Background: an optimization exercise with open tools, aiming at small area, a short achievable clock period and few clock cycles. Do not read the settings as production practice.
Where RTL was checked, it was by simulation tests only, not by an equivalence proof against the original.
No activity file was given, so power comes from the tool's default toggle rates.

==> module milight_periph, before the edit <==
module milight_periph (
    input  wire        clk,
    input  wire        rst,
    input  wire        in_valid,
    output wire        in_ready,
    input  wire [1:0]  in_kind,
    input  wire [15:0] in_word,
    output reg         out_valid,
    output reg  [7:0]  out_data,
    output wire [1:0]  attn
);
    localparam [1:0] C_ACT    = 2'b01, C_CFG   = 2'b10, C_START = 2'b11,    
                     S_STEP   = 2'b00, S_TICK  = 2'b01,                     
                     S_ARB    = 2'b10, S_TMO   = 2'b11,
                     W_START  = 2'b00, W_WRITE = 2'b01,                     
                     W_READ   = 2'b10, W_STOP  = 2'b11;
    wire [3:0] cmd_op  = in_word[15:12];
    wire [7:0] ip      = in_word[7:0];
    wire [3:0] sq_op   = in_word[7:4];
    wire [1:0] wk      = in_word[9:8];
    wire       k_cmd   = (in_kind == 2'd0);
    wire       k_sq    = (in_kind == 2'd1);
    wire       cb_ok   = (in_word[11:9] == 3'd0);
    wire       sb_ok   = (in_word[3:1] == 3'd0);
    wire [1:0] op_d  = k_cmd ? cmd_op[1:0] : k_sq ? {sq_op[2], sq_op[0]} : wk;
    wire       bus_d = k_cmd ? in_word[8] : k_sq ? in_word[0] : in_kind[0];
    wire cmd_ok = (cmd_op == 4'h1) || (cmd_op == 4'h2) || (cmd_op == 4'h3 && !ip[7]);
    wire sq_ok  = (sq_op == 4'h1) || (sq_op == 4'h2) || (sq_op == 4'h4) || (sq_op == 4'h5);
    wire w_ok   = !wk[1] || (ip[7:1] == 7'd0 && !(wk[0] && ip[0]));
    wire rst_d  = k_cmd && (in_word == 16'hF000);    
    wire [7:0] defd     = in_word[8] ? 8'hC6 : 8'h3F;
    wire       mask_bad = (ip == 8'h00) || ((ip & ~defd) != 8'h00);
    wire       class_ok = (ip == 8'h02) || (ip == 8'h03) || (ip == 8'h06);
    wire       bad_d    = cmd_op[1] ? !class_ok : mask_bad;
    wire c01_d  = k_cmd ? cmd_ok && !cb_ok : k_sq && sb_ok && (sq_op == 4'h3);
    reg        v;          
    reg        ex_c;       
    reg        ex_s;       
    reg        ex_w;       
    reg        c01;        
    reg        brst;       
    reg        bad;        
    reg  [1:0] op;
    reg        bq;
    reg  [7:0] p;
    reg        match0, match1;    
    reg        rdy;
    wire       en0, en1;
    wire [6:0] own0, own1;
    wire       accept = in_valid && rdy;
    assign     in_ready = rdy;
    always @(posedge clk) begin
        v      <= accept && !rst;
        ex_c   <= accept && !rst && k_cmd && cmd_ok && cb_ok;
        ex_s   <= accept && !rst && k_sq && sq_ok && sb_ok;
        ex_w   <= accept && !rst && in_kind[1] && w_ok;
        c01    <= c01_d;
        brst   <= rst || (accept && rst_d);
        op     <= op_d;
        bad    <= bad_d;
        bq     <= bus_d;
        p      <= ip;
        match0 <= !brst && en0 && (ip[7:1] == own0);
        match1 <= !brst && en1 && (ip[7:1] == own1);
        rdy    <= rst || !(accept && k_cmd && cmd_op == 4'h3);
    end
    wire a_act   = ex_c && (op == C_ACT);
    wire a_cfg   = ex_c && (op == C_CFG);
    wire a_start = ex_c && (op == C_START);
    wire a_tick  = ex_s && (op == S_TICK);
    wire a_step  = ex_s && (op == S_STEP);
    wire a_arb   = ex_s && (op == S_ARB);
    wire a_tmo   = ex_s && (op == S_TMO);
    wire a_wst   = ex_w && (op == W_START);
    wire a_wrd   = ex_w && (op == W_READ);
    wire a_wsp   = ex_w && (op == W_STOP);
    wire       rok0, idle0, sok0, frd0, fwr0, fac0;
    wire       rok1, idle1, sok1, frd1, fwr1, fac1;
    wire [7:0] head0, head1;
    milight_bus #(
        .DEFINED(8'h3F), .FLAG_IDX(1), .K3(8'h00), .K4(8'h00),
        .ATTN_EN(1), .ATTN_REL_EN(1), .ATTN_ACTIVE(0),
        .T_ASSERT(3'd3), .T_HOLD(3'd7), .T_RASSERT(3'd3), .T_RHOLD(3'd7)
    ) u_bus0 (
        .clk(clk), .rst(brst),
        .do_act(a_act && !bq && !bad), .do_cfg(a_cfg && !bq && !bad),
        .do_start(a_start && !bq),
        .do_tick(a_tick && !bq), .do_step(a_step && !bq),
        .do_arb(a_arb && !bq), .do_tmo(a_tmo && !bq),
        .do_wstart(a_wst && !bq), .do_wread(a_wrd && !bq), .do_wstop(a_wsp && !bq),
        .p(p), .match(match0),
        .ready_ok(rok0), .idle(idle0), .en(en0), .step_ok(sok0), .fe_rd_o(frd0),
        .fe_wr_o(fwr0), .fe_act_o(fac0), .own_addr_o(own0), .head(head0), .attn_pin(attn[0])
    );
    milight_bus #(
        .DEFINED(8'hC6), .FLAG_IDX(2), .K3(8'h5A), .K4(8'h81),
        .ATTN_EN(1), .ATTN_REL_EN(0), .ATTN_ACTIVE(1),
        .T_ASSERT(3'd2), .T_HOLD(3'd5), .T_RASSERT(3'd2), .T_RHOLD(3'd5)
    ) u_bus1 (
        .clk(clk), .rst(brst),
        .do_act(a_act && bq && !bad), .do_cfg(a_cfg && bq && !bad),
        .do_start(a_start && bq),
        .do_tick(a_tick && bq), .do_step(a_step && bq),
        .do_arb(a_arb && bq), .do_tmo(a_tmo && bq),
        .do_wstart(a_wst && bq), .do_wread(a_wrd && bq), .do_wstop(a_wsp && bq),
        .p(p), .match(match1),
        .ready_ok(rok1), .idle(idle1), .en(en1), .step_ok(sok1), .fe_rd_o(frd1),
        .fe_wr_o(fwr1), .fe_act_o(fac1), .own_addr_o(own1), .head(head1), .attn_pin(attn[1])
    );
    wire       rok  = bq ? rok1   : rok0;
    wire       idle = bq ? idle1  : idle0;
    wire       en   = bq ? en1    : en0;
    wire       sok  = bq ? sok1   : sok0;
    wire       frd  = bq ? frd1   : frd0;
    wire       fwr  = bq ? fwr1   : fwr0;
    wire       fac  = bq ? fac1   : fac0;
    wire       m    = bq ? match1 : match0;
    wire [7:0] head = bq ? head1  : head0;
    reg [7:0] resp;
    always @* begin
        if (ex_c) case (op)
            C_ACT:    resp = !rok ? 8'h01 : !idle ? 8'h02 : bad ? 8'h03 : 8'h00;
            C_CFG:    resp = !idle ? 8'h02 : bad ? 8'hFF : 8'h00;
            default:  resp = {6'd0, en, 1'b0};                   
        endcase else if (ex_s) case (op)
            S_STEP:   resp = {7'd0, !sok};
            S_TICK:   resp = 8'h00;
            S_ARB:    resp = {7'd0, !frd};
            default:  resp = {7'd0, !fac};                       
        endcase else if (ex_w) case (op)
            W_START:  resp = {7'd0, !m};
            W_WRITE:  resp = {7'd0, !fwr};
            W_READ:   resp = frd ? head : 8'hFF;
            default:  resp = 8'h00;                              
        endcase else
            resp = brst ? 8'h00 : c01 ? 8'h01 : 8'hFF;
    end
    always @(posedge clk) begin
        if (rst) out_valid <= 1'b0;
        else     out_valid <= v;
        out_data <= resp;
    end
endmodule
Settings: LEC_CHECK=0, CAP_MARGIN=20, CORE_MARGIN=2, CORE_UTILIZATION=40, SETUP_SLACK_MARGIN=3.9, SLEW_MARGIN=20; clock period 6.0 ns.
standard.sh (not shown) runs the stock make flow with config.mk's settings and CLKGATE_MAP_FILE= SYNTH_SCRIPT=/design/flow/synth_recipe.tcl, a recipe that flattens the netlist after the stock synthesis.
==> flow/flow/run.sh <==
#!/bin/bash
# The standard layout (standard.sh) with three changes:
# - synthesis maps no half/full adder cells (ADDER_MAP_FILE empty), so ABC
#   maps all logic; the registers are those of the standard synthesis;
# - the port buffers are buf_2 cells;
# - the clock tree is built from a clkbuf_16 root and clkbuf_4 cluster
#   buffers, without dummy loads.
export BUFFER_PORTS_ARGS="-buffer_cell sky130_fd_sc_hd__buf_2"
export CTS_ARGS="-sink_clustering_enable -repair_clock_nets -buf_list sky130_fd_sc_hd__clkbuf_4 -root_buf sky130_fd_sc_hd__clkbuf_16 -dont_use_dummy_load -sink_clustering_size 30"
bash standard.sh ADDER_MAP_FILE= finish > standard.log 2>&1
The baseline finished clean.
Testbench counts at the start, summed over its fixed seeds: cycles 24,063.
Change:
--- a/flow/design.v
+++ b/flow/design.v
@@ -201,8 +201,4 @@
     wire w_ok   = !wk[1] || (ip[7:1] == 7'd0 && !(wk[0] && ip[0]));
     wire rst_d  = k_cmd && (in_word == 16'hF000);    
-    wire [7:0] defd     = in_word[8] ? 8'hC6 : 8'h3F;
-    wire       mask_bad = (ip == 8'h00) || ((ip & ~defd) != 8'h00);
-    wire       class_ok = (ip == 8'h02) || (ip == 8'h03) || (ip == 8'h06);
-    wire       bad_d    = cmd_op[1] ? !class_ok : mask_bad;
     wire c01_d  = k_cmd ? cmd_ok && !cb_ok : k_sq && sb_ok && (sq_op == 4'h3);
     reg        v;          
@@ -212,5 +208,4 @@
     reg        c01;        
     reg        brst;       
-    reg        bad;        
     reg  [1:0] op;
     reg        bq;
@@ -230,5 +225,4 @@
         brst   <= rst || (accept && rst_d);
         op     <= op_d;
-        bad    <= bad_d;
         bq     <= bus_d;
         p      <= ip;
@@ -237,4 +231,8 @@
         rdy    <= rst || !(accept && k_cmd && cmd_op == 4'h3);
     end
+    wire [7:0] defd     = bq ? 8'hC6 : 8'h3F;
+    wire       mask_bad = (p == 8'h00) || ((p & ~defd) != 8'h00);
+    wire       class_ok = (p == 8'h02) || (p == 8'h03) || (p == 8'h06);
+    wire       bad      = op[1] ? !class_ok : mask_bad;
     wire a_act   = ex_c && (op == C_ACT);
     wire a_cfg   = ex_c && (op == C_CFG);
Result:
- The new run ran to the end with no violations
- setup slack got worse by 6.4 ps
- utilization is higher by 0.62 points
- die area fell by 0.48%
- power grows by 0.59%
- final area rose by 1.4%
- worst hold slack improved by 11 ps
- count of clock-buffer cells in the layout does not change
- fmax is lower by 0.32%
Function not checked in the second run of this note: the RTL went through the layout flow alone.

[afterwards: timing with drivers on the ports]
Ports are ideal in the flow. The routed layouts listed here were re-timed in OpenROAD.
Step 1 (the two cells are an assumption about what drives the block):
set clk [get_ports {clk}]
set_driving_cell -lib_cell sky130_fd_sc_hd__clkbuf_16 $clk
set_driving_cell -lib_cell sky130_fd_sc_hd__buf_2 [delete_from_list [all_inputs] $clk]
Step 2 times the ports against the registers' clock, not the clock port: input delays grow and output delays shrink by t, the midpoint of the rising clock arrivals with the driver on.
Three values: ideal, step 1, step 2; two values: the first two.
| run | shift t [ns] | slack for setup (ns) | worst hold slack (ns) |
|---|---|---|---|
| the first run | 0.383 | 3.975 / 3.934 / 3.629 | 0.441 / 0.441 / 0.441 |
| the second run | 0.383 | 3.968 / 3.933 / 3.616 | 0.452 / 0.452 / 0.452 |
After both steps every run listed still meets setup and hold. For the second run, which loses most, drivers alone change the setup slack by -0.035 ns; drivers and shift together by -0.352 ns.
